Source: an optimization exercise on an open RTL-to-GDS flow (aim: small area, a short achievable clock period and few clock cycles). Production flows keep margins and buffers that such runs may drop.
In this exercise RTL edits were held to simulation tests only and were not proved equivalent to the original.
Power and IR drop assume default switching activity.

==> flow/design.v <==
module crc16_x2 (
    input  wire a,
    input  wire b,
    output wire y
);
    assign y = a ^ b;
endmodule
module crc16_frame (
    input  wire [63:0] d,
    input  wire [7:0]  en,
    input  wire [15:0] x,
    output wire [15:0] y
);
    wire [15:0] xc = x ^ 16'hF1B3;
    wire b1_0;
    wire b1_2;
    wire b1_3;
    wire b2_1;
    wire p_0;
    wire m0_0;
    wire b1_4;
    wire b1_5;
    wire b2_2;
    wire b1_6;
    wire b1_7;
    wire b2_3;
    wire b3_1;
    wire m1_1;
    wire b1_9;
    wire b1_10;
    wire b1_11;
    wire b2_5;
    wire p_1;
    wire p_2;
    wire m2_2;
    wire b1_12;
    wire b1_13;
    wire b2_6;
    wire b1_14;
    wire b1_15;
    wire b2_7;
    wire b3_3;
    wire m3_3;
    wire m5_4;
    wire p_3;
    wire p_4;
    wire p_5;
    wire m6_5;
    wire p_6;
    wire p_7;
    wire p_8;
    wire m7_6;
    wire r0_9;
    wire r0_10;
    wire r0_11;
    wire r0_12;
    wire r0_13;
    wire r0_14;
    wire p_15;
    wire p_16;
    wire m0_7;
    wire p_17;
    wire p_18;
    wire m2_8;
    wire p_19;
    wire p_20;
    wire m3_9;
    wire m5_10;
    wire p_21;
    wire p_22;
    wire p_23;
    wire m6_11;
    wire b1_30;
    wire p_24;
    wire p_25;
    wire m7_12;
    wire r1_26;
    wire r1_27;
    wire r1_28;
    wire r1_29;
    wire r1_30;
    wire r1_31;
    wire b1_1;
    wire b2_0;
    wire m0_13;
    wire m1_14;
    wire m2_15;
    wire m3_16;
    wire m5_17;
    wire b1_31;
    wire b2_15;
    wire m7_18;
    wire r2_32;
    wire r2_33;
    wire r2_34;
    wire r2_35;
    wire r2_36;
    wire p_37;
    wire m0_19;
    wire m1_20;
    wire m2_21;
    wire p_38;
    wire m3_22;
    wire m5_23;
    wire p_39;
    wire m7_24;
    wire r3_40;
    wire r3_41;
    wire r3_42;
    wire r3_43;
    wire r3_44;
    wire m0_25;
    wire p_45;
    wire m1_26;
    wire m3_27;
    wire m5_28;
    wire b1_29;
    wire p_46;
    wire m7_29;
    wire r4_47;
    wire r4_48;
    wire r4_49;
    wire r4_50;
    wire m0_30;
    wire p_51;
    wire m1_31;
    wire p_52;
    wire m3_32;
    wire m5_33;
    wire p_53;
    wire p_54;
    wire m7_34;
    wire r5_55;
    wire r5_56;
    wire r5_57;
    wire r5_58;
    wire p_59;
    wire m1_35;
    wire m3_36;
    wire m5_37;
    wire b1_28;
    wire b2_14;
    wire b3_7;
    wire m7_38;
    wire r6_60;
    wire r6_61;
    wire r6_62;
    wire p_63;
    wire m1_39;
    wire p_64;
    wire m3_40;
    wire m5_41;
    wire m6_42;
    wire r7_65;
    wire r7_66;
    wire r7_67;
    wire r7_68;
    wire p_69;
    wire m1_43;
    wire m3_44;
    wire m4_45;
    wire b1_27;
    wire m6_46;
    wire r8_70;
    wire r8_71;
    wire r8_72;
    wire r8_73;
    wire p_74;
    wire m1_47;
    wire m2_48;
    wire m3_49;
    wire m4_50;
    wire p_75;
    wire m6_51;
    wire r9_76;
    wire r9_77;
    wire r9_78;
    wire r9_79;
    wire r9_80;
    wire m0_52;
    wire m1_53;
    wire m2_54;
    wire m4_55;
    wire b1_26;
    wire b2_13;
    wire m6_56;
    wire r10_81;
    wire r10_82;
    wire r10_83;
    wire r10_84;
    wire r10_85;
    wire m0_57;
    wire m1_58;
    wire p_86;
    wire m2_59;
    wire m4_60;
    wire p_87;
    wire m6_61;
    wire r11_88;
    wire r11_89;
    wire r11_90;
    wire r11_91;
    wire r11_92;
    wire p_93;
    wire m0_62;
    wire m2_63;
    wire m4_64;
    wire b1_25;
    wire p_94;
    wire m6_65;
    wire r12_95;
    wire r12_96;
    wire r12_97;
    wire r12_98;
    wire p_99;
    wire m0_66;
    wire p_100;
    wire m2_67;
    wire m4_68;
    wire p_101;
    wire p_102;
    wire m6_69;
    wire r13_103;
    wire r13_104;
    wire r13_105;
    wire r13_106;
    wire p_107;
    wire m0_70;
    wire m2_71;
    wire m4_72;
    wire b1_24;
    wire b2_12;
    wire b3_6;
    wire m6_73;
    wire p_108;
    wire p_109;
    wire m7_74;
    wire r14_110;
    wire r14_111;
    wire r14_112;
    wire r14_113;
    wire p_114;
    wire p_115;
    wire p_116;
    wire m0_75;
    wire b1_8;
    wire p_117;
    wire p_118;
    wire m2_76;
    wire m4_77;
    wire p_119;
    wire p_120;
    wire p_121;
    wire m7_78;
    wire r15_122;
    wire r15_123;
    wire r15_124;
    wire r15_125;
    wire r15_126;
    wire r15_127;
    crc16_x2 g0 (.a(d[63]), .b(d[62]), .y(b1_0));
    crc16_x2 g1 (.a(d[59]), .b(d[58]), .y(b1_2));
    crc16_x2 g2 (.a(d[57]), .b(d[56]), .y(b1_3));
    crc16_x2 g3 (.a(b1_2), .b(b1_3), .y(b2_1));
    crc16_x2 g4 (.a(b1_0), .b(b2_1), .y(p_0));
    assign m0_0 = ~(p_0 & en[7]);
    crc16_x2 g5 (.a(d[55]), .b(d[54]), .y(b1_4));
    crc16_x2 g6 (.a(d[53]), .b(d[52]), .y(b1_5));
    crc16_x2 g7 (.a(b1_4), .b(b1_5), .y(b2_2));
    crc16_x2 g8 (.a(d[51]), .b(d[50]), .y(b1_6));
    crc16_x2 g9 (.a(d[49]), .b(d[48]), .y(b1_7));
    crc16_x2 g10 (.a(b1_6), .b(b1_7), .y(b2_3));
    crc16_x2 g11 (.a(b2_2), .b(b2_3), .y(b3_1));
    assign m1_1 = ~(b3_1 & en[6]);
    crc16_x2 g12 (.a(d[45]), .b(d[44]), .y(b1_9));
    crc16_x2 g13 (.a(d[43]), .b(d[42]), .y(b1_10));
    crc16_x2 g14 (.a(d[41]), .b(d[40]), .y(b1_11));
    crc16_x2 g15 (.a(b1_10), .b(b1_11), .y(b2_5));
    crc16_x2 g16 (.a(d[47]), .b(b1_9), .y(p_1));
    crc16_x2 g17 (.a(b2_5), .b(p_1), .y(p_2));
    assign m2_2 = ~(p_2 & en[5]);
    crc16_x2 g18 (.a(d[39]), .b(d[38]), .y(b1_12));
    crc16_x2 g19 (.a(d[37]), .b(d[36]), .y(b1_13));
    crc16_x2 g20 (.a(b1_12), .b(b1_13), .y(b2_6));
    crc16_x2 g21 (.a(d[35]), .b(d[34]), .y(b1_14));
    crc16_x2 g22 (.a(d[33]), .b(d[32]), .y(b1_15));
    crc16_x2 g23 (.a(b1_14), .b(b1_15), .y(b2_7));
    crc16_x2 g24 (.a(b2_6), .b(b2_7), .y(b3_3));
    assign m3_3 = ~(b3_3 & en[4]);
    assign m5_4 = ~(d[16] & en[2]);
    crc16_x2 g25 (.a(d[14]), .b(d[12]), .y(p_3));
    crc16_x2 g26 (.a(d[10]), .b(d[8]), .y(p_4));
    crc16_x2 g27 (.a(p_3), .b(p_4), .y(p_5));
    assign m6_5 = ~(p_5 & en[1]);
    crc16_x2 g28 (.a(d[6]), .b(d[4]), .y(p_6));
    crc16_x2 g29 (.a(d[2]), .b(d[1]), .y(p_7));
    crc16_x2 g30 (.a(p_6), .b(p_7), .y(p_8));
    assign m7_6 = ~(p_8 & en[0]);
    crc16_x2 g31 (.a(m5_4), .b(m6_5), .y(r0_9));
    crc16_x2 g32 (.a(m7_6), .b(m0_0), .y(r0_10));
    crc16_x2 g33 (.a(m1_1), .b(m2_2), .y(r0_11));
    crc16_x2 g34 (.a(m3_3), .b(r0_9), .y(r0_12));
    crc16_x2 g35 (.a(r0_10), .b(r0_11), .y(r0_13));
    crc16_x2 g36 (.a(r0_12), .b(xc[0]), .y(r0_14));
    crc16_x2 g37 (.a(r0_13), .b(r0_14), .y(y[0]));
    crc16_x2 g38 (.a(d[63]), .b(d[60]), .y(p_15));
    crc16_x2 g39 (.a(p_15), .b(b2_1), .y(p_16));
    assign m0_7 = ~(p_16 & en[7]);
    crc16_x2 g40 (.a(d[46]), .b(b1_9), .y(p_17));
    crc16_x2 g41 (.a(b2_5), .b(p_17), .y(p_18));
    assign m2_8 = ~(p_18 & en[5]);
    crc16_x2 g42 (.a(d[33]), .b(b1_14), .y(p_19));
    crc16_x2 g43 (.a(b2_6), .b(p_19), .y(p_20));
    assign m3_9 = ~(p_20 & en[4]);
    assign m5_10 = ~(d[17] & en[2]);
    crc16_x2 g44 (.a(d[15]), .b(d[13]), .y(p_21));
    crc16_x2 g45 (.a(d[11]), .b(d[9]), .y(p_22));
    crc16_x2 g46 (.a(p_21), .b(p_22), .y(p_23));
    assign m6_11 = ~(p_23 & en[1]);
    crc16_x2 g47 (.a(d[3]), .b(d[2]), .y(b1_30));
    crc16_x2 g48 (.a(d[7]), .b(d[5]), .y(p_24));
    crc16_x2 g49 (.a(b1_30), .b(p_24), .y(p_25));
    assign m7_12 = ~(p_25 & en[0]);
    crc16_x2 g50 (.a(m5_10), .b(m6_11), .y(r1_26));
    crc16_x2 g51 (.a(m7_12), .b(m0_7), .y(r1_27));
    crc16_x2 g52 (.a(m1_1), .b(m2_8), .y(r1_28));
    crc16_x2 g53 (.a(m3_9), .b(r1_26), .y(r1_29));
    crc16_x2 g54 (.a(r1_27), .b(r1_28), .y(r1_30));
    crc16_x2 g55 (.a(r1_29), .b(xc[1]), .y(r1_31));
    crc16_x2 g56 (.a(r1_30), .b(r1_31), .y(y[1]));
    crc16_x2 g57 (.a(d[61]), .b(d[60]), .y(b1_1));
    crc16_x2 g58 (.a(b1_0), .b(b1_1), .y(b2_0));
    assign m0_13 = ~(b2_0 & en[7]);
    assign m1_14 = ~(d[48] & en[6]);
    assign m2_15 = ~(d[46] & en[5]);
    assign m3_16 = ~(b1_15 & en[4]);
    assign m5_17 = ~(d[18] & en[2]);
    crc16_x2 g59 (.a(d[1]), .b(d[0]), .y(b1_31));
    crc16_x2 g60 (.a(b1_30), .b(b1_31), .y(b2_15));
    assign m7_18 = ~(b2_15 & en[0]);
    crc16_x2 g61 (.a(m0_13), .b(m1_14), .y(r2_32));
    crc16_x2 g62 (.a(m2_15), .b(m3_16), .y(r2_33));
    crc16_x2 g63 (.a(m5_17), .b(m7_18), .y(r2_34));
    crc16_x2 g64 (.a(r2_32), .b(r2_33), .y(r2_35));
    crc16_x2 g65 (.a(r2_34), .b(r2_35), .y(r2_36));
    crc16_x2 g66 (.a(xc[2]), .b(r2_36), .y(y[2]));
    crc16_x2 g67 (.a(d[61]), .b(b1_0), .y(p_37));
    assign m0_19 = ~(p_37 & en[7]);
    assign m1_20 = ~(d[49] & en[6]);
    assign m2_21 = ~(d[47] & en[5]);
    crc16_x2 g68 (.a(d[34]), .b(d[33]), .y(p_38));
    assign m3_22 = ~(p_38 & en[4]);
    assign m5_23 = ~(d[19] & en[2]);
    crc16_x2 g69 (.a(d[4]), .b(b2_15), .y(p_39));
    assign m7_24 = ~(p_39 & en[0]);
    crc16_x2 g70 (.a(m0_19), .b(m1_20), .y(r3_40));
    crc16_x2 g71 (.a(m2_21), .b(m3_22), .y(r3_41));
    crc16_x2 g72 (.a(m5_23), .b(m7_24), .y(r3_42));
    crc16_x2 g73 (.a(r3_40), .b(r3_41), .y(r3_43));
    crc16_x2 g74 (.a(r3_42), .b(r3_43), .y(r3_44));
    crc16_x2 g75 (.a(xc[3]), .b(r3_44), .y(y[3]));
    assign m0_25 = ~(b1_0 & en[7]);
    crc16_x2 g76 (.a(d[50]), .b(d[48]), .y(p_45));
    assign m1_26 = ~(p_45 & en[6]);
    assign m3_27 = ~(b1_14 & en[4]);
    assign m5_28 = ~(d[20] & en[2]);
    crc16_x2 g77 (.a(d[5]), .b(d[4]), .y(b1_29));
    crc16_x2 g78 (.a(b1_29), .b(b2_15), .y(p_46));
    assign m7_29 = ~(p_46 & en[0]);
    crc16_x2 g79 (.a(m0_25), .b(m1_26), .y(r4_47));
    crc16_x2 g80 (.a(m3_27), .b(m5_28), .y(r4_48));
    crc16_x2 g81 (.a(m7_29), .b(r4_47), .y(r4_49));
    crc16_x2 g82 (.a(r4_48), .b(r4_49), .y(r4_50));
    crc16_x2 g83 (.a(xc[4]), .b(r4_50), .y(y[4]));
    assign m0_30 = ~(d[63] & en[7]);
    crc16_x2 g84 (.a(d[51]), .b(d[49]), .y(p_51));
    assign m1_31 = ~(p_51 & en[6]);
    crc16_x2 g85 (.a(d[36]), .b(d[35]), .y(p_52));
    assign m3_32 = ~(p_52 & en[4]);
    assign m5_33 = ~(d[21] & en[2]);
    crc16_x2 g86 (.a(d[6]), .b(b1_29), .y(p_53));
    crc16_x2 g87 (.a(b2_15), .b(p_53), .y(p_54));
    assign m7_34 = ~(p_54 & en[0]);
    crc16_x2 g88 (.a(m0_30), .b(m1_31), .y(r5_55));
    crc16_x2 g89 (.a(m3_32), .b(m5_33), .y(r5_56));
    crc16_x2 g90 (.a(m7_34), .b(r5_55), .y(r5_57));
    crc16_x2 g91 (.a(r5_56), .b(r5_57), .y(r5_58));
    crc16_x2 g92 (.a(xc[5]), .b(r5_58), .y(y[5]));
    crc16_x2 g93 (.a(d[52]), .b(d[50]), .y(p_59));
    assign m1_35 = ~(p_59 & en[6]);
    assign m3_36 = ~(b1_13 & en[4]);
    assign m5_37 = ~(d[22] & en[2]);
    crc16_x2 g94 (.a(d[7]), .b(d[6]), .y(b1_28));
    crc16_x2 g95 (.a(b1_28), .b(b1_29), .y(b2_14));
    crc16_x2 g96 (.a(b2_14), .b(b2_15), .y(b3_7));
    assign m7_38 = ~(b3_7 & en[0]);
    crc16_x2 g97 (.a(m1_35), .b(m3_36), .y(r6_60));
    crc16_x2 g98 (.a(m5_37), .b(m7_38), .y(r6_61));
    crc16_x2 g99 (.a(r6_60), .b(r6_61), .y(r6_62));
    crc16_x2 g100 (.a(xc[6]), .b(r6_62), .y(y[6]));
    crc16_x2 g101 (.a(d[53]), .b(d[51]), .y(p_63));
    assign m1_39 = ~(p_63 & en[6]);
    crc16_x2 g102 (.a(d[38]), .b(d[37]), .y(p_64));
    assign m3_40 = ~(p_64 & en[4]);
    assign m5_41 = ~(d[23] & en[2]);
    assign m6_42 = ~(d[8] & en[1]);
    crc16_x2 g103 (.a(m1_39), .b(m3_40), .y(r7_65));
    crc16_x2 g104 (.a(m5_41), .b(m6_42), .y(r7_66));
    crc16_x2 g105 (.a(m7_38), .b(r7_65), .y(r7_67));
    crc16_x2 g106 (.a(r7_66), .b(r7_67), .y(r7_68));
    crc16_x2 g107 (.a(xc[7]), .b(r7_68), .y(y[7]));
    crc16_x2 g108 (.a(d[54]), .b(d[52]), .y(p_69));
    assign m1_43 = ~(p_69 & en[6]);
    assign m3_44 = ~(b1_12 & en[4]);
    assign m4_45 = ~(d[24] & en[3]);
    crc16_x2 g109 (.a(d[9]), .b(d[8]), .y(b1_27));
    assign m6_46 = ~(b1_27 & en[1]);
    crc16_x2 g110 (.a(m1_43), .b(m3_44), .y(r8_70));
    crc16_x2 g111 (.a(m4_45), .b(m6_46), .y(r8_71));
    crc16_x2 g112 (.a(m7_38), .b(r8_70), .y(r8_72));
    crc16_x2 g113 (.a(r8_71), .b(r8_72), .y(r8_73));
    crc16_x2 g114 (.a(xc[8]), .b(r8_73), .y(y[8]));
    crc16_x2 g115 (.a(d[55]), .b(d[53]), .y(p_74));
    assign m1_47 = ~(p_74 & en[6]);
    assign m2_48 = ~(d[40] & en[5]);
    assign m3_49 = ~(d[39] & en[4]);
    assign m4_50 = ~(d[25] & en[3]);
    crc16_x2 g116 (.a(d[10]), .b(b1_27), .y(p_75));
    assign m6_51 = ~(p_75 & en[1]);
    crc16_x2 g117 (.a(m1_47), .b(m2_48), .y(r9_76));
    crc16_x2 g118 (.a(m3_49), .b(m4_50), .y(r9_77));
    crc16_x2 g119 (.a(m6_51), .b(m7_38), .y(r9_78));
    crc16_x2 g120 (.a(r9_76), .b(r9_77), .y(r9_79));
    crc16_x2 g121 (.a(r9_78), .b(r9_79), .y(r9_80));
    crc16_x2 g122 (.a(xc[9]), .b(r9_80), .y(y[9]));
    assign m0_52 = ~(d[56] & en[7]);
    assign m1_53 = ~(d[54] & en[6]);
    assign m2_54 = ~(b1_11 & en[5]);
    assign m4_55 = ~(d[26] & en[3]);
    crc16_x2 g123 (.a(d[11]), .b(d[10]), .y(b1_26));
    crc16_x2 g124 (.a(b1_26), .b(b1_27), .y(b2_13));
    assign m6_56 = ~(b2_13 & en[1]);
    crc16_x2 g125 (.a(m0_52), .b(m1_53), .y(r10_81));
    crc16_x2 g126 (.a(m2_54), .b(m4_55), .y(r10_82));
    crc16_x2 g127 (.a(m6_56), .b(m7_38), .y(r10_83));
    crc16_x2 g128 (.a(r10_81), .b(r10_82), .y(r10_84));
    crc16_x2 g129 (.a(r10_83), .b(r10_84), .y(r10_85));
    crc16_x2 g130 (.a(xc[10]), .b(r10_85), .y(y[10]));
    assign m0_57 = ~(d[57] & en[7]);
    assign m1_58 = ~(d[55] & en[6]);
    crc16_x2 g131 (.a(d[42]), .b(d[41]), .y(p_86));
    assign m2_59 = ~(p_86 & en[5]);
    assign m4_60 = ~(d[27] & en[3]);
    crc16_x2 g132 (.a(d[12]), .b(b2_13), .y(p_87));
    assign m6_61 = ~(p_87 & en[1]);
    crc16_x2 g133 (.a(m0_57), .b(m1_58), .y(r11_88));
    crc16_x2 g134 (.a(m2_59), .b(m4_60), .y(r11_89));
    crc16_x2 g135 (.a(m6_61), .b(m7_38), .y(r11_90));
    crc16_x2 g136 (.a(r11_88), .b(r11_89), .y(r11_91));
    crc16_x2 g137 (.a(r11_90), .b(r11_91), .y(r11_92));
    crc16_x2 g138 (.a(xc[11]), .b(r11_92), .y(y[11]));
    crc16_x2 g139 (.a(d[58]), .b(d[56]), .y(p_93));
    assign m0_62 = ~(p_93 & en[7]);
    assign m2_63 = ~(b1_10 & en[5]);
    assign m4_64 = ~(d[28] & en[3]);
    crc16_x2 g140 (.a(d[13]), .b(d[12]), .y(b1_25));
    crc16_x2 g141 (.a(b1_25), .b(b2_13), .y(p_94));
    assign m6_65 = ~(p_94 & en[1]);
    crc16_x2 g142 (.a(m0_62), .b(m2_63), .y(r12_95));
    crc16_x2 g143 (.a(m4_64), .b(m6_65), .y(r12_96));
    crc16_x2 g144 (.a(m7_38), .b(r12_95), .y(r12_97));
    crc16_x2 g145 (.a(r12_96), .b(r12_97), .y(r12_98));
    crc16_x2 g146 (.a(xc[12]), .b(r12_98), .y(y[12]));
    crc16_x2 g147 (.a(d[59]), .b(d[57]), .y(p_99));
    assign m0_66 = ~(p_99 & en[7]);
    crc16_x2 g148 (.a(d[44]), .b(d[43]), .y(p_100));
    assign m2_67 = ~(p_100 & en[5]);
    assign m4_68 = ~(d[29] & en[3]);
    crc16_x2 g149 (.a(d[14]), .b(b1_25), .y(p_101));
    crc16_x2 g150 (.a(b2_13), .b(p_101), .y(p_102));
    assign m6_69 = ~(p_102 & en[1]);
    crc16_x2 g151 (.a(m0_66), .b(m2_67), .y(r13_103));
    crc16_x2 g152 (.a(m4_68), .b(m6_69), .y(r13_104));
    crc16_x2 g153 (.a(m7_38), .b(r13_103), .y(r13_105));
    crc16_x2 g154 (.a(r13_104), .b(r13_105), .y(r13_106));
    crc16_x2 g155 (.a(xc[13]), .b(r13_106), .y(y[13]));
    crc16_x2 g156 (.a(d[60]), .b(d[58]), .y(p_107));
    assign m0_70 = ~(p_107 & en[7]);
    assign m2_71 = ~(b1_9 & en[5]);
    assign m4_72 = ~(d[30] & en[3]);
    crc16_x2 g157 (.a(d[15]), .b(d[14]), .y(b1_24));
    crc16_x2 g158 (.a(b1_24), .b(b1_25), .y(b2_12));
    crc16_x2 g159 (.a(b2_12), .b(b2_13), .y(b3_6));
    assign m6_73 = ~(b3_6 & en[1]);
    crc16_x2 g160 (.a(d[1]), .b(b1_30), .y(p_108));
    crc16_x2 g161 (.a(b2_14), .b(p_108), .y(p_109));
    assign m7_74 = ~(p_109 & en[0]);
    crc16_x2 g162 (.a(m0_70), .b(m2_71), .y(r14_110));
    crc16_x2 g163 (.a(m4_72), .b(m6_73), .y(r14_111));
    crc16_x2 g164 (.a(m7_74), .b(r14_110), .y(r14_112));
    crc16_x2 g165 (.a(r14_111), .b(r14_112), .y(r14_113));
    crc16_x2 g166 (.a(xc[14]), .b(r14_113), .y(y[14]));
    crc16_x2 g167 (.a(d[61]), .b(d[58]), .y(p_114));
    crc16_x2 g168 (.a(b1_0), .b(b1_3), .y(p_115));
    crc16_x2 g169 (.a(p_114), .b(p_115), .y(p_116));
    assign m0_75 = ~(p_116 & en[7]);
    crc16_x2 g170 (.a(d[47]), .b(d[46]), .y(b1_8));
    crc16_x2 g171 (.a(d[44]), .b(b1_8), .y(p_117));
    crc16_x2 g172 (.a(b2_5), .b(p_117), .y(p_118));
    assign m2_76 = ~(p_118 & en[5]);
    assign m4_77 = ~(d[31] & en[3]);
    crc16_x2 g173 (.a(d[7]), .b(d[5]), .y(p_119));
    crc16_x2 g174 (.a(d[3]), .b(b1_31), .y(p_120));
    crc16_x2 g175 (.a(p_119), .b(p_120), .y(p_121));
    assign m7_78 = ~(p_121 & en[0]);
    crc16_x2 g176 (.a(m4_77), .b(m6_11), .y(r15_122));
    crc16_x2 g177 (.a(m0_75), .b(m1_1), .y(r15_123));
    crc16_x2 g178 (.a(m2_76), .b(m3_3), .y(r15_124));
    crc16_x2 g179 (.a(m7_78), .b(r15_122), .y(r15_125));
    crc16_x2 g180 (.a(r15_123), .b(r15_124), .y(r15_126));
    crc16_x2 g181 (.a(r15_125), .b(xc[15]), .y(r15_127));
    crc16_x2 g182 (.a(r15_126), .b(r15_127), .y(y[15]));
endmodule
module crc16_fwd (
    input  wire [15:0] c,
    input  wire [2:0]  k1,
    output reg  [15:0] y
);
    function [15:0] fwd_bytes;
        input [15:0] v;
        input integer nb;
        integer i;
        begin
            fwd_bytes = v;
            for (i = 0; i < 8 * nb; i = i + 1)
                fwd_bytes = fwd_bytes[15] ? ({fwd_bytes[14:0], 1'b0} ^ 16'h8005)
                                          : {fwd_bytes[14:0], 1'b0};
        end
    endfunction
    always @(*) begin
        y = fwd_bytes(c, 1);
        if (k1[0]) y = fwd_bytes(y, 1);
        if (k1[1]) y = fwd_bytes(y, 2);
        if (k1[2]) y = fwd_bytes(y, 4);
    end
endmodule
module crc16_inv8 (
    input  wire [15:0] c,
    output reg  [15:0] y
);
    integer i;
    always @(*) begin
        y = c;
        for (i = 0; i < 8; i = i + 1)
            y = y[0] ? ({1'b1, y[15:1]} ^ 16'h4002) : {1'b0, y[15:1]};
    end
endmodule
module frm_unpack (
    input  wire        clk,
    input  wire        rst,
    input  wire        start,
    input  wire [7:0]  exp_ft,
    input  wire [7:0]  exp_sub,
    input  wire [15:0] exp_cmd,      
    input  wire [7:0]  exp_dlen,
    input  wire [8:0]  nframes,
    output wire        idle,
    input  wire        fr_valid,
    output wire        fr_ready,
    input  wire [28:0] fr_id,
    input  wire [3:0]  fr_len,
    input  wire [63:0] fr_data,      
    output reg         pb_valid,
    output reg  [3:0]  pb_count,
    output reg  [63:0] pb_data,      
    output wire        done,
    output wire [7:0]  status,
    output wire [7:0]  subcode,
    output wire [8:0]  diag_frame,
    output wire [15:0] diag_exp,
    output wire [15:0] diag_act
);
    localparam [7:0] RESPONDER_ID = 8'h01;
    localparam [2:0] ST_OK       = 3'd0;
    localparam [2:0] ST_FRAMING  = 3'd2;
    localparam [2:0] ST_CHECKSUM = 3'd3;
    localparam [2:0] ST_HEADER   = 3'd4;
    localparam [2:0] FE_FCNT      = 3'd1;
    localparam [2:0] FE_FTYPE     = 3'd2;
    localparam [2:0] FE_SRC       = 3'd3;
    localparam [2:0] FE_DST       = 3'd4;
    localparam [2:0] FE_NO_FRAMES = 3'd5;
    localparam [2:0] FE_BAD_LEN   = 3'd6;
    localparam [2:0] FE_TOO_SHORT = 3'd7;
    localparam [2:0] HE_FRAME_TYPE = 3'd1;
    localparam [2:0] HE_COMMAND_ID = 3'd2;
    localparam [2:0] HE_LENGTH     = 3'd3;
    reg        busy;         
    reg        fin;          
    reg        fin_x;        
    reg        fin2;         
    reg        chk;          
    reg        hdr_pend;     
    reg        act;          
    reg        fh;           
    reg        cz;           
    reg [7:0]  op_ft;
    reg [7:0]  op_sub;
    reg [15:0] op_cmd;
    reg [7:0]  op_dlen;
    reg        op_multi;     
    reg [8:0]  idx;          
    reg [8:0]  rem;          
    reg [15:0] hold;         
    reg [2:0]  acc;          
    reg [15:0] crc;          
    reg [2:0]  fwd_k1;       
    reg [2:0]  crc_k1;       
    reg        first;        
    reg [3:0]  cnt;          
    reg [3:0]  crc_z;        
    reg [2:0]  res_st;
    reg [2:0]  res_sub;
    reg [15:0] res_exp;
    reg [15:0] res_act;
    reg        ft_ne, cmd_hi_ne, cmd_lo_ne, dlen_ne;    
    assign status     = {5'd0, res_st};
    assign subcode    = {5'd0, res_sub};
    assign diag_frame = idx;
    assign diag_exp   = chk ? (crc ^ hold) : res_exp;
    assign diag_act   = chk ? hold : res_act;
    wire [7:0] id_src   = fr_id[28:21];
    wire [7:0] id_dst   = fr_id[20:13];
    wire       id_ftype = fr_id[12];
    wire [7:0] id_fcnt  = fr_id[11:4];
    wire bad_fcnt  = ({1'b0, id_fcnt} != rem);
    wire bad_ftype = (id_ftype != op_multi);
    wire bad_src   = (id_src != RESPONDER_ID);
    wire bad_dst   = (id_dst != op_sub);
    wire len_ok    = (fr_len[3] == 1'b0) ? (fr_len[2:0] != 3'd0) : (fr_len[2:0] == 3'd0);
    wire chk_err   = bad_fcnt | bad_ftype | bad_src | bad_dst | ~len_ok;
    reg [2:0]  chk_sub;
    reg [15:0] chk_exp;
    reg [7:0]  chk_act;
    always @(*) begin
        if (bad_fcnt) begin
            chk_sub = FE_FCNT;
            chk_exp = {7'd0, rem};
            chk_act = id_fcnt;
        end else if (bad_ftype) begin
            chk_sub = FE_FTYPE;
            chk_exp = {15'd0, op_multi};
            chk_act = {7'd0, id_ftype};
        end else if (bad_src) begin
            chk_sub = FE_SRC;
            chk_exp = {8'd0, RESPONDER_ID};
            chk_act = id_src;
        end else if (bad_dst) begin
            chk_sub = FE_DST;
            chk_exp = {8'd0, op_sub};
            chk_act = id_dst;
        end else begin
            chk_sub = FE_BAD_LEN;
            chk_exp = 16'd8;
            chk_act = {4'd0, fr_len};
        end
    end
    wire take = busy & fr_valid;
    wire [7:0] byte_en;
    frm_en u_en (.busy(busy), .len(fr_len), .en(byte_en));
    wire [15:0] crc_moved, crc_back, crc_base, crc_next;
    crc16_fwd  u_fwd (.c(crc), .k1(fwd_k1), .y(crc_moved));
    crc16_inv8 u_inv (.c(crc), .y(crc_back));
    wire        fin_fwd = crc_k1[2] & crc_k1[1];               
    wire        fin_as  = crc_k1 == 3'd5;                      
    assign crc_base = busy ? (first ? 16'h0000 : crc_moved)
                    : (fin & fin_fwd) ? crc_moved
                    : (fin & fin_as) ? crc
                    : crc_back;
    crc16_frame u_frame (.d(fr_data), .en(byte_en), .x(crc_base), .y(crc_next));
    wire [79:0] cat = {hold, fr_data};
    reg [15:0] hold_next;
    always @(*) begin
        case (fr_len[2:0])
        3'd1: hold_next = cat[71:56];
        3'd2: hold_next = cat[63:48];
        3'd3: hold_next = cat[55:40];
        3'd4: hold_next = cat[47:32];
        3'd5: hold_next = cat[39:24];
        3'd6: hold_next = cat[31:16];
        3'd7: hold_next = cat[23:8];
        default: hold_next = cat[15:0];
        endcase
    end
    wire [4:0] acc_sum  = {2'd0, acc} + {1'b0, fr_len};
    wire cap1, cap2, cap3, pb_in;
    frm_pos u_pos (.len(fr_len), .acc(acc), .cap1(cap1), .cap2(cap2), .cap3(cap3),
                   .pb_in(pb_in));
    wire a6 = (acc == 3'd6);
    wire       one_byte = (acc == 3'd0) & (fr_len[2:0] == 3'd1);
    wire [2:0] acc_next = (acc_sum > 5'd6) ? 3'd6 : acc_sum[2:0];
    wire [2:0] pb_skip = 3'd6 - acc;
    function [7:0] cbyte;
        input [79:0] c;
        input integer i;
        begin
            cbyte = c[79 - 8 * i -: 8];
        end
    endfunction
    reg [63:0] pb_shift;
    integer b;
    always @(*) begin
        for (b = 0; b < 8; b = b + 1) begin
            case (pb_skip)
            3'd0: pb_shift[63-8*b -: 8] = cbyte(cat, b);
            3'd1: pb_shift[63-8*b -: 8] = cbyte(cat, (b + 1 > 7) ? 7 : b + 1);
            3'd2: pb_shift[63-8*b -: 8] = cbyte(cat, (b + 2 > 7) ? 7 : b + 2);
            3'd3: pb_shift[63-8*b -: 8] = cbyte(cat, (b + 3 > 7) ? 7 : b + 3);
            3'd4: pb_shift[63-8*b -: 8] = cbyte(cat, (b + 4 > 7) ? 7 : b + 4);
            3'd5: pb_shift[63-8*b -: 8] = cbyte(cat, (b + 5 > 7) ? 7 : b + 5);
            default: pb_shift[63-8*b -: 8] = cbyte(cat, (b + 6 > 7) ? 7 : b + 6);
            endcase
        end
    end
    wire [4:0] pb_num = {1'b0, fr_len} - {2'd0, pb_skip};
    wire pb_has = len_ok & pb_in;
    function [7:0] fbyte;
        input [63:0] d;
        input [2:0]  i;
        begin
            fbyte = d[63 - 8 * i -: 8];
        end
    endfunction
    wire [7:0] h_ft   = fr_data[63:56];
    wire [7:0] h_cmd1 = fbyte(fr_data, 3'd1 - acc);
    wire [7:0] h_cmd2 = fbyte(fr_data, 3'd2 - acc);
    wire [7:0] h_dlen = fbyte(fr_data, 3'd3 - acc);
    reg [2:0]  hdr_st, hdr_sub;
    reg [15:0] hdr_exp, hdr_act;
    always @(*) begin
        hdr_st  = ST_HEADER;
        hdr_exp = 16'd0;
        hdr_act = 16'd0;
        if (acc < 3'd3 || ft_ne) begin
            hdr_sub = HE_FRAME_TYPE;
            hdr_exp = {8'd0, op_ft};
            hdr_act = (acc < 3'd3) ? 16'd0 : {8'd0, res_exp[15:8]};
        end else if (acc < 3'd5 || cmd_hi_ne || cmd_lo_ne) begin
            hdr_sub = HE_COMMAND_ID;
            hdr_exp = op_cmd;
            hdr_act = (acc < 3'd5) ? 16'd0 : res_act;
        end else if (acc < 3'd6 || dlen_ne) begin
            hdr_sub = HE_LENGTH;
            hdr_exp = {8'd0, op_dlen};
            hdr_act = (acc < 3'd6) ? 16'd0 : {8'd0, res_exp[7:0]};
        end else begin
            hdr_st  = ST_OK;
            hdr_sub = 3'd0;
        end
    end
    wire crc_ok   = &crc_z;
    wire hdr_fire = hdr_pend & ~fin_x & (fin | (acc == 3'd6));
    assign done = fin_x | fin2 | cz | (fh & crc_ok);
    assign idle = ~act | done;
    assign fr_ready = busy;
    always @(posedge clk) begin
        if (fr_valid | ~busy) begin
            crc    <= crc_next;
            crc_z  <= {crc_next[15:12] == 4'd0, crc_next[11:8] == 4'd0,
                       crc_next[7:4] == 4'd0, crc_next[3:0] == 4'd0};
        end
        if (take) begin
            first  <= 1'b0;
            hold   <= hold_next;
            acc    <= acc_next;
            crc_k1 <= fr_len[2:0] - 3'd1;
            fwd_k1 <= (rem == 9'd0) ? {2'b00, fr_len[3]} : fr_len[2:0] - 3'd1;
        end else if (idle & start) begin
            first  <= 1'b1;
            acc    <= 3'd0;
        end
        if (fin | chk)
            cnt <= fin ? (crc_k1[2] ? 4'd0 : 4'd4 - {1'b0, crc_k1})
                       : (cnt - 4'd1);
    end
    always @(posedge clk) begin
        pb_count <= pb_num[3:0];
        pb_data  <= pb_shift;
    end
    always @(posedge clk) begin
        if (take) begin
            if (acc == 3'd0) begin
                res_exp[15:8] <= h_ft;
                ft_ne         <= (h_ft != op_ft);
            end
            if (cap1) begin
                res_act[15:8] <= h_cmd1;
                cmd_hi_ne     <= (h_cmd1 != op_cmd[15:8]);
            end
            if (cap2) begin
                res_act[7:0]  <= h_cmd2;
                cmd_lo_ne     <= (h_cmd2 != op_cmd[7:0]);
            end
            if (cap3) begin
                res_exp[7:0]  <= h_dlen;
                dlen_ne       <= (h_dlen != op_dlen);
            end
        end
        if (hdr_fire) begin
            res_st  <= hdr_st;
            res_sub <= hdr_sub;
            res_exp <= hdr_exp;
            res_act <= hdr_act;
        end
        if (fin & ~fin_x & ~crc_ok) begin
            res_st  <= ST_CHECKSUM;
            res_sub <= 3'd0;
        end
        if (take & chk_err) begin
            res_st  <= ST_FRAMING;
            res_sub <= chk_sub;
            res_exp <= chk_exp;
            res_act <= {8'd0, chk_act};
        end else if (take & (rem == 9'd0) & one_byte) begin
            res_st  <= ST_FRAMING;
            res_sub <= FE_TOO_SHORT;
            res_exp <= 16'd2;
            res_act <= 16'd1;
        end
        if (idle & start) begin
            res_st  <= ST_FRAMING;
            res_sub <= FE_NO_FRAMES;
            res_exp <= 16'd1;
            res_act <= 16'd0;
        end
    end
    always @(posedge clk) begin
        if (rst) begin
            busy     <= 1'b0;
            fin      <= 1'b0;
            fin_x    <= 1'b0;
            fin2     <= 1'b0;
            chk      <= 1'b0;
            act      <= 1'b0;
            fh       <= 1'b0;
            cz       <= 1'b0;
            pb_valid <= 1'b0;
        end else begin
            act <= (idle & start) | (act & ~done);
            fh  <= take & ~chk_err & (rem == 9'd0) & ~one_byte & ~(hdr_pend & ~a6);
            cz  <= chk ? (cnt == 4'd1)
                       : (fin & ~fin_x & ~crc_ok & crc_k1[2]);    
            pb_valid <= take & pb_has;
            if (fin & ~fin_x & ~crc_ok)
                chk <= 1'b1;
            else if (done)
                chk <= 1'b0;
            fin2  <= fin & ~fin_x & crc_ok & hdr_pend;
            fin   <= 1'b0;
            fin_x <= 1'b0;
            if (hdr_fire)
                hdr_pend <= 1'b0;
            if (idle & start) begin
                hdr_pend <= 1'b1;
                if (nframes == 9'd0) begin
                    fin   <= 1'b1;
                    fin_x <= 1'b1;
                end else begin
                    busy  <= 1'b1;
                end
            end else if (take) begin
                if (chk_err) begin
                    busy  <= 1'b0;
                    fin   <= 1'b1;
                    fin_x <= 1'b1;
                end else if (rem == 9'd0) begin
                    busy  <= 1'b0;
                    fin   <= 1'b1;
                    fin_x <= one_byte;
                end
            end
            if (~busy) begin
                op_ft    <= exp_ft;
                op_sub   <= exp_sub;
                op_cmd   <= exp_cmd;
                op_dlen  <= exp_dlen;
                op_multi <= (nframes > 9'd1);
                idx      <= 9'd0;
                rem      <= nframes - 9'd1;
            end else if (take) begin
                if (~first)
                    idx <= idx + 9'd1;
                rem <= rem - 9'd1;
            end
        end
    end
endmodule
module frm_en (
    input  wire       busy,
    input  wire [3:0] len,
    output wire [7:0] en
);
    wire [2:0] ln = len[2:0];
    assign en = {
        busy,                                            
        busy & (len[3] | ln[2] | ln[1]),                 
        busy & (len[3] | ln[2] | (ln[1] & ln[0])),       
        busy & (len[3] | ln[2]),                         
        busy & (len[3] | (ln[2] & (ln[1] | ln[0]))),     
        busy & (len[3] | (ln[2] & ln[1])),               
        busy & (len[3] | (ln[2] & ln[1] & ln[0])),       
        busy & len[3] & (ln == 3'd0)                     
    };
endmodule
module frm_pos (
    input  wire [3:0] len,
    input  wire [2:0] acc,
    output wire       cap1,      
    output wire       cap2,      
    output wire       cap3,      
    output wire       pb_in      
);                               
    wire [2:0] ln = len[2:0];
    wire [6:0] gt = {
        len[3],
        len[3] | (ln[2] & ln[1] & ln[0]),
        len[3] | (ln[2] & ln[1]),
        len[3] | (ln[2] & (ln[1] | ln[0])),
        len[3] | ln[2],
        len[3] | ln[2] | (ln[1] & ln[0]),
        len[3] | ln[2] | ln[1]
    };
    wire a0 = (acc == 3'd0), a1 = (acc == 3'd1), a2 = (acc == 3'd2);
    wire a3 = (acc == 3'd3), a4 = (acc == 3'd4), a5 = (acc == 3'd5);
    wire a6 = (acc == 3'd6);
    assign cap1  = (a0 & gt[0]) | a1;
    assign cap2  = (a0 & gt[1]) | (a1 & gt[0]) | a2;
    assign cap3  = (a0 & gt[2]) | (a1 & gt[1]) | (a2 & gt[0]) | a3;
    assign pb_in = a6 | (a5 & gt[0]) | (a4 & gt[1]) | (a3 & gt[2]) |
                   (a2 & gt[3]) | (a1 & gt[4]) | (a0 & gt[5]);
endmodule
==> flow/flow/run.sh <==
#!/bin/bash
# Layout flow: the standard flow (standard.sh, ORFS from synthesis to the
# final layout) with these changes:
#  - the port buffers that buffer_ports inserts are sky130_fd_sc_hd__buf_1,
#    and after global placement those of the frame's data, length and valid
#    inputs become sky130_fd_sc_hd__buf_4 (flow/post_gpl.tcl); every port
#    still has its own buffer, and timing repair may resize them,
#  - timing repair aims for more setup slack than the flow settings allow,
#  - and it may resize cells to other footprints (MATCH_CELL_FOOTPRINT=0).
# Each tool's output is kept in ORFS's logs (orfs/logs/...); standard.sh's own
# output goes to standard.log here.
set -euo pipefail
export BUFFER_PORTS_ARGS="-buffer_cell sky130_fd_sc_hd__buf_1"
export POST_GLOBAL_PLACE_TCL="$PWD/flow/post_gpl.tcl"
bash standard.sh SETUP_SLACK_MARGIN=6 MATCH_CELL_FOOTPRINT=0 finish > standard.log 2>&1
==> flow/flow/post_gpl.tcl <==
# After global placement: the port buffers of the frame's data, length and
# valid inputs, which fan out widely, become sky130_fd_sc_hd__buf_4 (the
# other ports keep their sky130_fd_sc_hd__buf_1). Every port keeps its own
# buffer.
set n 0
foreach port [get_ports {fr_data[*] fr_len[*] fr_valid}] {
  set net [get_nets -of_objects $port]
  foreach pin [get_pins -of_objects $net -filter "direction==input"] {
    set inst [get_cells -of_objects $pin]
    if { [get_property $inst ref_name] eq "sky130_fd_sc_hd__buf_1" } {
      replace_cell $inst sky130_fd_sc_hd__buf_4
      incr n
    }
  }
}
puts "post_gpl.tcl: $n port buffers made sky130_fd_sc_hd__buf_4"
==> flow/standard.sh <==
#!/bin/bash
# synth_recipe.tcl (not shown) runs the flow's synth.tcl, then flattens the netlist and writes it again
# the make line also repeats each setting of config.mk as NAME=value (left out here)
make -C /OpenROAD-flow-scripts/flow DESIGN_CONFIG=/design/flow/config.mk WORK_HOME=/design/flow/orfs CLKGATE_MAP_FILE= SYNTH_SCRIPT=/design/flow/synth_recipe.tcl "${@:-finish}"
==> flow/config.mk <==
export PLATFORM = sky130hd
export DESIGN_NAME = frm_unpack
export DESIGN_NICKNAME = frm_unpack
export VERILOG_FILES = /design/flow/design.v
export SDC_FILE = /design/flow/constraint.sdc
export NUM_CORES = 4
export LEC_CHECK = 0
export CAP_MARGIN = 20
export CORE_MARGIN = 2
export CORE_UTILIZATION = 35
export PLACE_DENSITY = 0.55
export SLEW_MARGIN = 20
export SYNTH_HIERARCHICAL = 1
==> flow/constraint.sdc <==
create_clock -name core_clock -period 10.0 [get_ports {clk}]
set_input_delay 2.0000 -clock core_clock [delete_from_list [all_inputs] [get_ports {clk}]]
set_output_delay 2.0000 -clock core_clock [all_outputs]
set_load 0.01 [all_outputs]
==> impl_metrics.ini, run 1 <==
[synthesis]
synth-edff-count = 113
sequential_share_of_the_synthesized_area_pct = 29.9
synthDistinctLibCells = 102
synth.area.top_cells = edfxtp_1 (18%), dfxtp_1 (12%), xor2_1 (11%)
postSynth.topFlopCell = dfxtp_1
post-synth-top-area-cell = edfxtp_1
netlist_top_cells_count = nand2_1 (271), xor2_1 (243), clkbuf_1 (132)
synthCells = 2134
ys.warnings.count = 9
synth.ff_latch_count = 229
async_reset_ff_share_pct = 0
most_numerous_cell_in_the_yosys_netlist = nand2_1
synth_area_um2 = 19100
yosysTopAreaCellShare_pct = 17.7
synthesis.area_per_instance_um2 = 8.96

[run_status]
stopping_stage = 3_3_place_gp
stop_error = [ERROR STA-0100] unsupported object type Port.
outcome = aborted with a tool error

[placement]
port_buffers = 264

[floorplan]
floorplan.die.width_um = 238
initial_core_util_pct = 35.5
vert_die_dim_um = 238
io_pins = 279
standard_cell_rows = 85
## per-module statistics from Yosys, one instance, submodules excluded
| module | flip-flops and latches | area [µm²] | cells inside | copies in the design |
|---|---|---|---|---|
| frm_unpack | 229 | 14900 | 1600 | 1 |
| crc16_fwd | 0 | 1740 | 198 | 1 |
| crc16_frame | 0 | 398 | 97 | 1 |
| crc16_inv8 | 0 | 235 | 23 | 1 |
| frm_pos | 0 | 115 | 19 | 1 |
| frm_en | 0 | 87.6 | 14 | 1 |
| crc16_x2 | 0 | 8.76 | 1 | 183 |
## logic make-up after synthesis
kind of cell / synth area share, %
AND/OR/NAND/NOR: 14.1
AO/OA/AOI/OAI: 19.0
XOR/XNOR: 19.3
buffers and inverters: 5.74
flip-flops: 29.9
multiplexers: 9.80
adder cells (fa/ha/maj): 2.17
other: 0.0196
Testbench counts, summed over its fixed seeds: cycles 12,622.
==> inputs of run 2 (changes only) <==
==> flow/flow/run.sh (replaced) <==
#!/bin/bash
# Layout flow: the standard flow (standard.sh, ORFS from synthesis to the
# final layout) with these changes:
#  - the port buffers that buffer_ports inserts are sky130_fd_sc_hd__buf_1
#    (every port still gets its own buffer; timing repair resizes them),
#  - timing repair aims for more setup slack than the flow settings allow,
#  - and it may resize cells to other footprints (MATCH_CELL_FOOTPRINT=0).
# Each tool's output is kept in ORFS's logs (orfs/logs/...); standard.sh's own
# output goes to standard.log here.
set -euo pipefail
export BUFFER_PORTS_ARGS="-buffer_cell sky130_fd_sc_hd__buf_1"
bash standard.sh SETUP_SLACK_MARGIN=6 MATCH_CELL_FOOTPRINT=0 finish > standard.log 2>&1
removed: flow/flow/post_gpl.tcl
==> run 2 against run 1 <==
Against the previous run: now clean on timing, DRC and antenna; synthesized cell count did not move; synthesized area did not move.
==> impl_metrics.ini, run 2 <==
[routing]
first_iteration_detailed_routing_drc_count = 2374
routed_wire_length_per_instance_um = 25.7
finalWirelength_um = 80200
drt_drc_violations_left = 0
average_vias_per_placed_instance = 5.98
detailedRoute.firstPassIterationCount = 10
num_vias = 18640
drt.antenna.violating_nets = 0

[hold_path]
hold_path_depth = 2
min_from = res_sub[1]$_SDFFE_PP0P_
holdCritPathClass = reg2reg
whs_endpoint = res_sub[1]$_SDFFE_PP0P_

[layout]
drive_gt1_share_pct = 18.3
final_cells = 3119
multi_input_comb_area_um2 = 12900
layout_stage_area_growth_over_the_synthesis_result_pct = 20.4
postLayoutCoreUtil_pct = 42.7
finalNetCount = 2582
ff_latch_area_um2 = 5720
largest_register_by_flop_count = pb_data
final_area_um2 = 23000
layout.filler_cells = 5293
largest_register_ffs = 64
layout.cells.most_common = nand2_1
final_cell_mix = nand2_1 (268), buf_1 (246), xor2_1 (237)

[placement]
hpwl_um = 55900
detailed_place.area_um2 = 20500
port_buffers = 264
detailedPlace.worstSlack_ns = 4.63
dp_cells = 2950
place.gp.congestion = 0.922

[synthesis]
netlist_top_cells_count = nand2_1 (271), xor2_1 (243), clkbuf_1 (132)
post-synth-top-area-cell = edfxtp_1
ys.warnings.count = 9
sequential_share_of_the_synthesized_area_pct = 29.9
synth.ff_latch_count = 229
postSynth.topFlopCell = dfxtp_1
synthesis.area_per_instance_um2 = 8.96
synth_area_um2 = 19100
synth-edff-count = 113
yosysTopAreaCellShare_pct = 17.7
async_reset_ff_share_pct = 0
synthDistinctLibCells = 102
most_numerous_cell_in_the_yosys_netlist = nand2_1
synth.area.top_cells = edfxtp_1 (18%), dfxtp_1 (12%), xor2_1 (11%)
synthCells = 2134

[critical_path]
crit-reg2reg-launch = crc[15]$_DFFE_PP_
cp-end-kind = flip-flop
reg2reg_setup_slack_ns = 5.97
startpoint_type_of_the_worst_setup_path = primary input
critical_path.max_fanout = 12
worst_r2r_endpoint = crc_z[0]$_DFFE_PP_
cpPeakStageDelay_ns = 0.83
ff2ff_path_depth = 19
timing.critical_path.arrival_ns = 4.45
worst-endpoint-required_ns = 10.31
worst_path_most_repeated_cell = xor2_1
cp_cell_sequence = buf_1 -> xor2_1 -> xor2_1 -> xor2_1 -> nand2_1 -> xor2_1 -> xor2_1 -> xor2_1 -> nor4_1
crit_slowest_cell = buf_1
criticalPathCategory = in2reg

[global_route]
maximum_number_of_pins_on_one_net_before_global_route_repair = 53
grt.busiest_layer = met2
vias_in_the_first_global_route = 17488
met2_usage_pct = 42.1
globalRouteOverflowTotal = 0
antenna_violations_before_repair = 3
global_route.usage.total_pct = 26.9
global_route_wire_length_before_repair_um = 114000
global_route.usage.met1_pct = 35.7
met3_usage_pct = 5.28

[sta]
timing.clock.skew_ns = 0.0358
slew_headroom_pct = 11.3
rsz_0062_raised_after_global_routing = yes
timing_hold_violations_final = 0
worst-slew-pin-transition_ns = 1.33
layout_min_cycle_time_ns = 4.14
fmaxAchievable_mhz = 242
finalCritPeriodShare_pct = 41.4
setup_slack_ns = 5.86
setup_violations = 0
finalMaxSlewViolations = 0
tns_ns = 0

[floorplan]
floorplan.die.width_um = 238
standard_cell_rows = 85
initial_core_util_pct = 35.5
vert_die_dim_um = 238
core_area_um2 = 53900
die_area_um2 = 56500
io_pins = 279

[run]
cap_viol_max_count = 0

[run_status]
outcome = finished clean

[pwr]
power.leakage_uw = 0.00882
max-vdd-ir-drop_mv = 0.755
power_density_nw_per_um2 = 422

[clocking]
root_buffer = clkbuf_16
clkSlewWorstSetupHoldPaths_ns = 0.06
post_cts_hold_buffer_count = 0
cts_tree = done
worstSkewPairLatency_ns = 0.59
numCtsBuffers = 28
ctsLongestPathBuffers = 3
cts-htree-levels = 1
clock_sink_count = 229
[run 2: cell counts after synthesis]
Identical to the previous run, type by type.
[run 2: cell type report]
cell class              instances  share of cell area (%)
inverters                      42                   0.756
diodes                          2                  0.0217
repair buffers                430                    10.6
clock buffers                  31                    3.14
clock inverters                20                   0.929
well taps                     696                    3.78
repair inverters                1                  0.0217
flip-flops and latches        229                    24.9
multi-input cells            1668                    55.9
[run 2: logic make-up after synthesis]
| group | Yosys count | share of synthesized area, % |
|---|---|---|
| mux | 152 | 9.80 |
| xor+xnor | 382 | 19.3 |
| compound gates | 513 | 19.0 |
| fa+ha+maj | 32 | 2.17 |
| flops | 229 | 29.9 |
| simple gates | 578 | 14.1 |
| other cells | 1 | 0.0196 |
| buf+inv | 247 | 5.74 |
[run 2: per-stage QoR]
stage	power (µW)	hold slack, ns
3_5_place_dp	7380	0.453
5_1_grt	10400	0.493
4_1_cts	9100	0.462
3_3_place_gp	7290	0.441
6_report	9710	0.470
2_1_floorplan	6320	0.429
[run 2: worst max-delay path: cells and delay by family]
family        cells  cell delay [ns]
simple gates      2             0.15
xor+xnor          6             1.47
buf+inv           1             0.83
[run 2: how the worst max path moves through the flow]
stage | startpoint | to | slack [ns] | cells past startpoint
final | fr_data[43] | crc_z[3]$_DFFE_PP_ | 5.86 | 9
after global routing | crc[14]$_DFFE_PP_ | crc_z[3]$_DFFE_PP_ | 5.73 | 18
after CTS | crc[13]$_DFFE_PP_ | crc_z[0]$_DFFE_PP_ | 5.92 | 17
after detailed placement | fr_len[0] | res_st[1]$_SDFFE_PP1P_ | 4.63 | 10
after global placement | fr_len[0] | res_exp[3]$_SDFFE_PP0P_ | 4.67 | 10
after floorplan | fr_data[2] | crc_z[3]$_DFFE_PP_ | 6.01 | 8
[run 2: timing repair]
item / 4_1_cts / 5_1_grt
setup buffers: 66 / 45
pin swaps: 25 / 27
cloned: 1 / 2
setup endpoints to repair: 91 / 43
gates resized for setup: 80 / 47
[run 2: report_power, final]
part / internal, µW / switching [µW]
registers: 1200 / 145
clock network: 584 / 454
logic: 3770 / 3550
[run 2: per-layer routing]
layer	routed length [µm]	up-vias
met1	32000	9006
met5	13	-
met3	8180	270
met4	4700	2
li1	-	8226
met2	35300	1136
[run 2: per-module statistics from Yosys (local to each module, per instance)]
module | cells inside | flops+latches | times used
crc16_inv8 | 23 | 0 | 1
frm_unpack | 1600 | 229 | 1
frm_en | 14 | 0 | 1
crc16_fwd | 198 | 0 | 1
crc16_x2 | 1 | 0 | 183
crc16_frame | 97 | 0 | 1
frm_pos | 19 | 0 | 1
==> inputs of run 3 (changes only) <==
--- a/flow/design.v
+++ b/flow/design.v
@@ -673,10 +673,9 @@
     crc16_inv8 u_inv (.c(crc), .y(crc_back));
     wire        fin_fwd = crc_k1[2] & crc_k1[1];               
     wire        fin_as  = crc_k1 == 3'd5;                      
-    assign crc_base = busy ? (first ? 16'h0000 : crc_moved)
-                    : (fin & fin_fwd) ? crc_moved
-                    : (fin & fin_as) ? crc
-                    : crc_back;
+    wire        use_moved = busy ? ~first : (fin & fin_fwd);
+    wire [15:0] crc_other = busy ? 16'h0000 : (fin & fin_as) ? crc : crc_back;
+    crc16_sel u_sel (.s(use_moved), .a(crc_moved), .b(crc_other), .y(crc_base));
     crc16_frame u_frame (.d(fr_data), .en(byte_en), .x(crc_base), .y(crc_next));
     wire [79:0] cat = {hold, fr_data};
     reg [15:0] hold_next;
@@ -764,11 +763,10 @@
     assign idle = ~act | done;
     assign fr_ready = busy;
     always @(posedge clk) begin
-        if (fr_valid | ~busy) begin
-            crc    <= crc_next;
-            crc_z  <= {crc_next[15:12] == 4'd0, crc_next[11:8] == 4'd0,
-                       crc_next[7:4] == 4'd0, crc_next[3:0] == 4'd0};
-        end
+        if (fr_valid | ~busy)
+            crc <= crc_next;
+        crc_z <= {crc_next[15:12] == 4'd0, crc_next[11:8] == 4'd0,
+                  crc_next[7:4] == 4'd0, crc_next[3:0] == 4'd0};
         if (take) begin
             first  <= 1'b0;
             hold   <= hold_next;
@@ -895,6 +893,14 @@
         end
     end
 endmodule
+module crc16_sel (
+    input  wire        s,
+    input  wire [15:0] a,
+    input  wire [15:0] b,
+    output wire [15:0] y
+);
+    assign y = s ? a : b;
+endmodule
 module frm_en (
     input  wire       busy,
     input  wire [3:0] len,
==> flow/flow/run.sh (replaced) <==
#!/bin/bash
# Layout flow: the standard flow (standard.sh, ORFS from synthesis to the
# final layout) with these changes:
#  - the port buffers that buffer_ports inserts are sky130_fd_sc_hd__buf_1,
#    and after global placement those of the frame's data, length and valid
#    inputs become sky130_fd_sc_hd__buf_4 (flow/post_gpl.tcl); every port
#    still has its own buffer, and timing repair may resize them,
#  - timing repair aims for more setup slack than the flow settings allow,
#  - and it may resize cells to other footprints (MATCH_CELL_FOOTPRINT=0).
# Each tool's output is kept in ORFS's logs (orfs/logs/...); standard.sh's own
# output goes to standard.log here.
set -euo pipefail
export BUFFER_PORTS_ARGS="-buffer_cell sky130_fd_sc_hd__buf_1"
export POST_GLOBAL_PLACE_TCL="$PWD/flow/post_gpl.tcl"
bash standard.sh SETUP_SLACK_MARGIN=6 MATCH_CELL_FOOTPRINT=0 finish > standard.log 2>&1
==> flow/flow/post_gpl.tcl (new file) <==
# After global placement: the port buffers of the frame's data, length and
# valid inputs, which fan out widely, become sky130_fd_sc_hd__buf_4 (the
# other ports keep their sky130_fd_sc_hd__buf_1). Every port keeps its own
# buffer.
set n 0
foreach inst [get_cells -quiet input*] {
  if { [get_property $inst ref_name] ne "sky130_fd_sc_hd__buf_1" } { continue }
  set net [get_full_name [get_nets -of_objects [get_pins [get_full_name $inst]/A]]]
  if { [string match "fr_data*" $net] || [string match "fr_len*" $net] || $net eq "fr_valid" } {
    replace_cell $inst sky130_fd_sc_hd__buf_4
    incr n
  }
}
puts "post_gpl.tcl: $n port buffers made sky130_fd_sc_hd__buf_4"
==> run 3 against run 2 <==
Against the previous run: critical path depth increased by 8; register-to-register slack about the same; via count decreased by 2.1%; routed wire length decreased by 1.8%; sequential cell count unchanged; largest power group unchanged; highest routed layer is now met4.
==> impl_metrics.ini, run 3 <==
[critical_path]
startpoint_type_of_the_worst_setup_path = flip-flop
worstPathBufferInverterCount = 2
critPathTopFamily = XOR/XNOR gates
timing.critical_path.arrival_ns = 4.55
worst_r2r_endpoint = crc_z[0]$_DFF_P_
criticalPathCategory = reg2reg
reg2reg_setup_slack_ns = 5.96
worst-endpoint-required_ns = 10.51
critical_path.max_fanout = 3
crit_slowest_cell = edfxtp_1
cpPeakStageDelay_ns = 0.54
cp-end-kind = flip-flop
cp_cell_sequence = xnor2_4 -> xnor2_2 -> xnor3_2 -> a21oi_4 -> buf_6 -> xor2_4 -> xnor3_2 -> a21oi_4 -> xnor2_1 -> xnor2_1 -> nand2_1 -> xnor2_2 -> mux2_2 -> inv_1 -> xor2_1 -> xor2_1 -> nor4_1
ff2ff_path_depth = 17
crit-reg2reg-launch = crc[6]$_DFFE_PP_

[sta]
fmaxAchievable_mhz = 248
layout_min_cycle_time_ns = 4.04
setup_slack_ns = 5.96
holdWs_ns = 0.458
worst-slew-pin-transition_ns = 0.910
slew_headroom_pct = 39.4
finalMaxSlewViolations = 0
setup_violations = 0
timing_hold_violations_final = 0
rsz_0062_raised_after_global_routing = yes
finalCritPeriodShare_pct = 40.4
timing.clock.skew_ns = 0.0151
tns_ns = 0

[global_route]
global_route_wire_length_before_repair_um = 114000
antenna_violations_before_repair = 0
globalRouteOverflowTotal = 0
global_route.usage.total_pct = 27.0
maximum_number_of_pins_on_one_net_before_global_route_repair = 69
vias_in_the_first_global_route = 17516

[routing]
drt_drc_violations_left = 0
num_vias = 18241
average_vias_per_placed_instance = 5.81
finalWirelength_um = 78800
first_iteration_detailed_routing_drc_count = 2204
routed_wire_length_per_instance_um = 25.1
drt.antenna.violating_nets = 0
detailedRoute.firstPassIterationCount = 7

[floorplan]
floorplan.die.width_um = 237
die_area_um2 = 56100
core_area_um2 = 53700
io_pins = 279
initial_core_util_pct = 35.4
standard_cell_rows = 85
vert_die_dim_um = 237

[run_status]
outcome = finished clean

[pwr]
power_density_nw_per_um2 = 445
power.leakage_uw = 0.00908
max-vdd-ir-drop_mv = 0.592

[clocking]
ctsLongestPathBuffers = 3
clkSlewWorstSetupHoldPaths_ns = 0.06
cts-htree-levels = 1
numCtsBuffers = 31
worstSkewPairLatency_ns = 0.61
cts_tree = done
clock_sink_count = 229
root_buffer = clkbuf_16
post_cts_hold_buffer_count = 0

[synthesis]
postSynth.topFlopCell = dfxtp_1
netlist_top_cells_count = nand2_1 (268), xor2_1 (251), nor2_1 (121)
synth_area_um2 = 19000
post-synth-top-area-cell = edfxtp_1
synthesis.area_per_instance_um2 = 8.89
sequential_share_of_the_synthesized_area_pct = 29.9
synth.ff_latch_count = 229
synthCells = 2136
synth-compound-area-share_pct = 18.7
yosysTopAreaCellShare_pct = 17.2
synth-edff-count = 109
synth.area.mux_share_pct = 9.54
synthDistinctLibCells = 100
synth-adder-area-share_pct = 2.19
ys.warnings.count = 9
most_numerous_cell_in_the_yosys_netlist = nand2_1
async_reset_ff_share_pct = 0
synth_xor_xnor_area_share_pct = 19.5
synth_simple_gate_area_share_pct = 14.3
synth.area.top_cells = edfxtp_1 (17%), dfxtp_1 (13%), xor2_1 (12%)
dominant_combinational_cell_family_by_area_after_synthesis = XOR/XNOR gates

[hold_path]
holdCritPathClass = reg2reg
whs_endpoint = res_act[0]$_SDFFE_PP0P_
hold_path_depth = 2
min_from = res_act[0]$_SDFFE_PP0P_

[placement]
detailedPlace.worstSlack_ns = 4.50
port_buffers = 264
hpwl_um = 54200

[layout]
final_cell_mix = nand2_1 (267), xor2_1 (247), buf_4 (219)
largest_register_by_flop_count = pb_data
layout_stage_area_growth_over_the_synthesis_result_pct = 23.1
finalNetCount = 2603
drive_gt1_share_pct = 21.3
layout.cells.most_common = nand2_1
largest_register_ffs = 64

[run]
cap_viol_max_count = 0
## run 3: changes by cell type after synthesis, sizes merged, moves of 7 or more
cell / change
mux2: +21
clkbuf: -17
a222oi: -15
o21ai: -14
a22oi: +13
mux4: -11
mux2i: -9
o22ai: +9
a21oi: +8
xor2: +8
a311o: -7
## run 3: per-module statistics from Yosys (local to each module, per instance)
module / cells inside / area (µm²)
frm_unpack: 1584 / 14600
frm_en: 14 / 87.6
crc16_frame: 97 / 398
crc16_fwd: 198 / 1740
crc16_sel: 18 / 249
frm_pos: 19 / 115
crc16_x2: 1 / 8.76
crc16_inv8: 23 / 235
## run 3: how the worst max path moves through the flow
stage | startpoint | end | slack [ns] | cells past startpoint
6_report | crc[6]$_DFFE_PP_ | crc_z[0]$_DFF_P_ | 5.96 | 17
5_1_grt | crc[6]$_DFFE_PP_ | crc_z[0]$_DFF_P_ | 5.75 | 17
4_1_cts | fr_len[0] | res_exp[7]$_SDFFE_PP0P_ | 5.95 | 11
3_5_place_dp | fr_len[0] | res_exp[8]$_SDFFE_PP0P_ | 4.50 | 12
3_3_place_gp | fr_len[1] | res_exp[8]$_SDFFE_PP0P_ | 4.55 | 12
2_1_floorplan | fr_data[2] | crc_z[3]$_DFF_P_ | 6.03 | 8
## run 3: stage by stage
step	area, µm²	cells	utilization [%]	total power (µW)
2_1_floorplan	19000	2145	-	6290
3_3_place_gp	20400	2974	38.1	7470
3_5_place_dp	20700	2974	38.5	7570
4_1_cts	22900	3112	42.6	9830
5_1_grt	23400	3141	43.5	11000
6_report	23400	3142	43.5	10400
## run 3: timing repair
item / CTS / global route
hold endpoints to repair: 0 / 0
buffers inserted: 79 / 26
gates cloned: 2 / 1
gates resized for setup: 78 / 48
setup endpoints to repair: 114 / 52
pin swaps: 29 / 21
## run 3: power by group
group | switching, µW | internal [µW]
logic | 3850 | 4030
clock network | 479 | 743
registers | 118 | 1190
## run 3: cell type report
cell class / instances / area, µm²
Multi-Input combinational cell: 1678 / 12800
Timing Repair inverter: 1 / 5.00
Inverter: 45 / 184
Timing Repair Buffer: 435 / 2710
Fill cell: 5280 / 30300
Clock buffer: 39 / 900
Sequential cell: 229 / 5680
Antenna cell: 1 / 2.50
Clock inverter: 18 / 225
Tap cell: 696 / 871
## run 3: kinds of logic (layout without fill, tap and decap cells)
group | count (synthesis) | after routing
adders and majority gates | 32 | 32
muxes | 153 | 153
DFF | 229 | 229
AOI/OAI and AO/OA | 507 | 508
xor gates and xnor gates | 384 | 384
other | 1 | 11
and+or+nand+nor | 591 | 591
buffers and inverters | 239 | 538
## run 3: metal layers
layer	global-route usage (%)	vias to the layer above	wire [µm]
li1	-	8210	-
met2	42.2	1002	35100
met3	4.92	256	7020
met5	0	-	0
met4	14.8	0	4900
met1	35.2	8773	31700
## run 3: worst register-to-register path, stage by stage, from the launching register on
cell and delay, ns:
edfxtp_1 0.54, xnor2_4 0.23, xnor2_2 0.21, xnor3_2 0.40
a21oi_4 0.23, buf_6 0.15, xor2_4 0.16, xnor3_2 0.30
a21oi_4 0.21, xnor2_1 0.16, xnor2_1 0.13, nand2_1 0.10
xnor2_2 0.21, mux2_2 0.29, inv_1 0.07, xor2_1 0.16
xor2_1 0.10, nor4_1 0.28
Testbench counts of run 3, summed over its fixed seeds: cycles 12,622.

==> static timing again, ports no longer ideal <==
No port has a modelled driver above. Below, the same layouts with a new extraction and two added sets of constraints.
Step 1 sets driving cells, clkbuf_16 on the clock port and buf_2 on the other inputs (assumed; they add their load-dependent delay and slew).
Step 2 moves the port delays by t, midway between the first and last clock arrival at a register: inputs arrive t later, outputs are due t later. That takes back most of the time a late clock gives input paths.
Three values: no drivers, after step 1, after step 2; two values: the first two.
run | t, ns | slack for setup (ns) | hold slack, ns | worst setup path at the end | cell pins on the clock port's net
run 2 | 0.633 | 5.862 / 5.878 / 5.246 | 0.470 / 0.470 / 0.470 | input to register | 1
run 3 | 0.661 | 5.960 / 5.912 / 5.350 | 0.458 / 0.458 / 0.458 | input to register | 1
After both steps setup and hold are still met in every run listed. The setup slack of run 2, which loses most, moves by +0.016 ns with the drivers and by -0.616 ns with both steps.
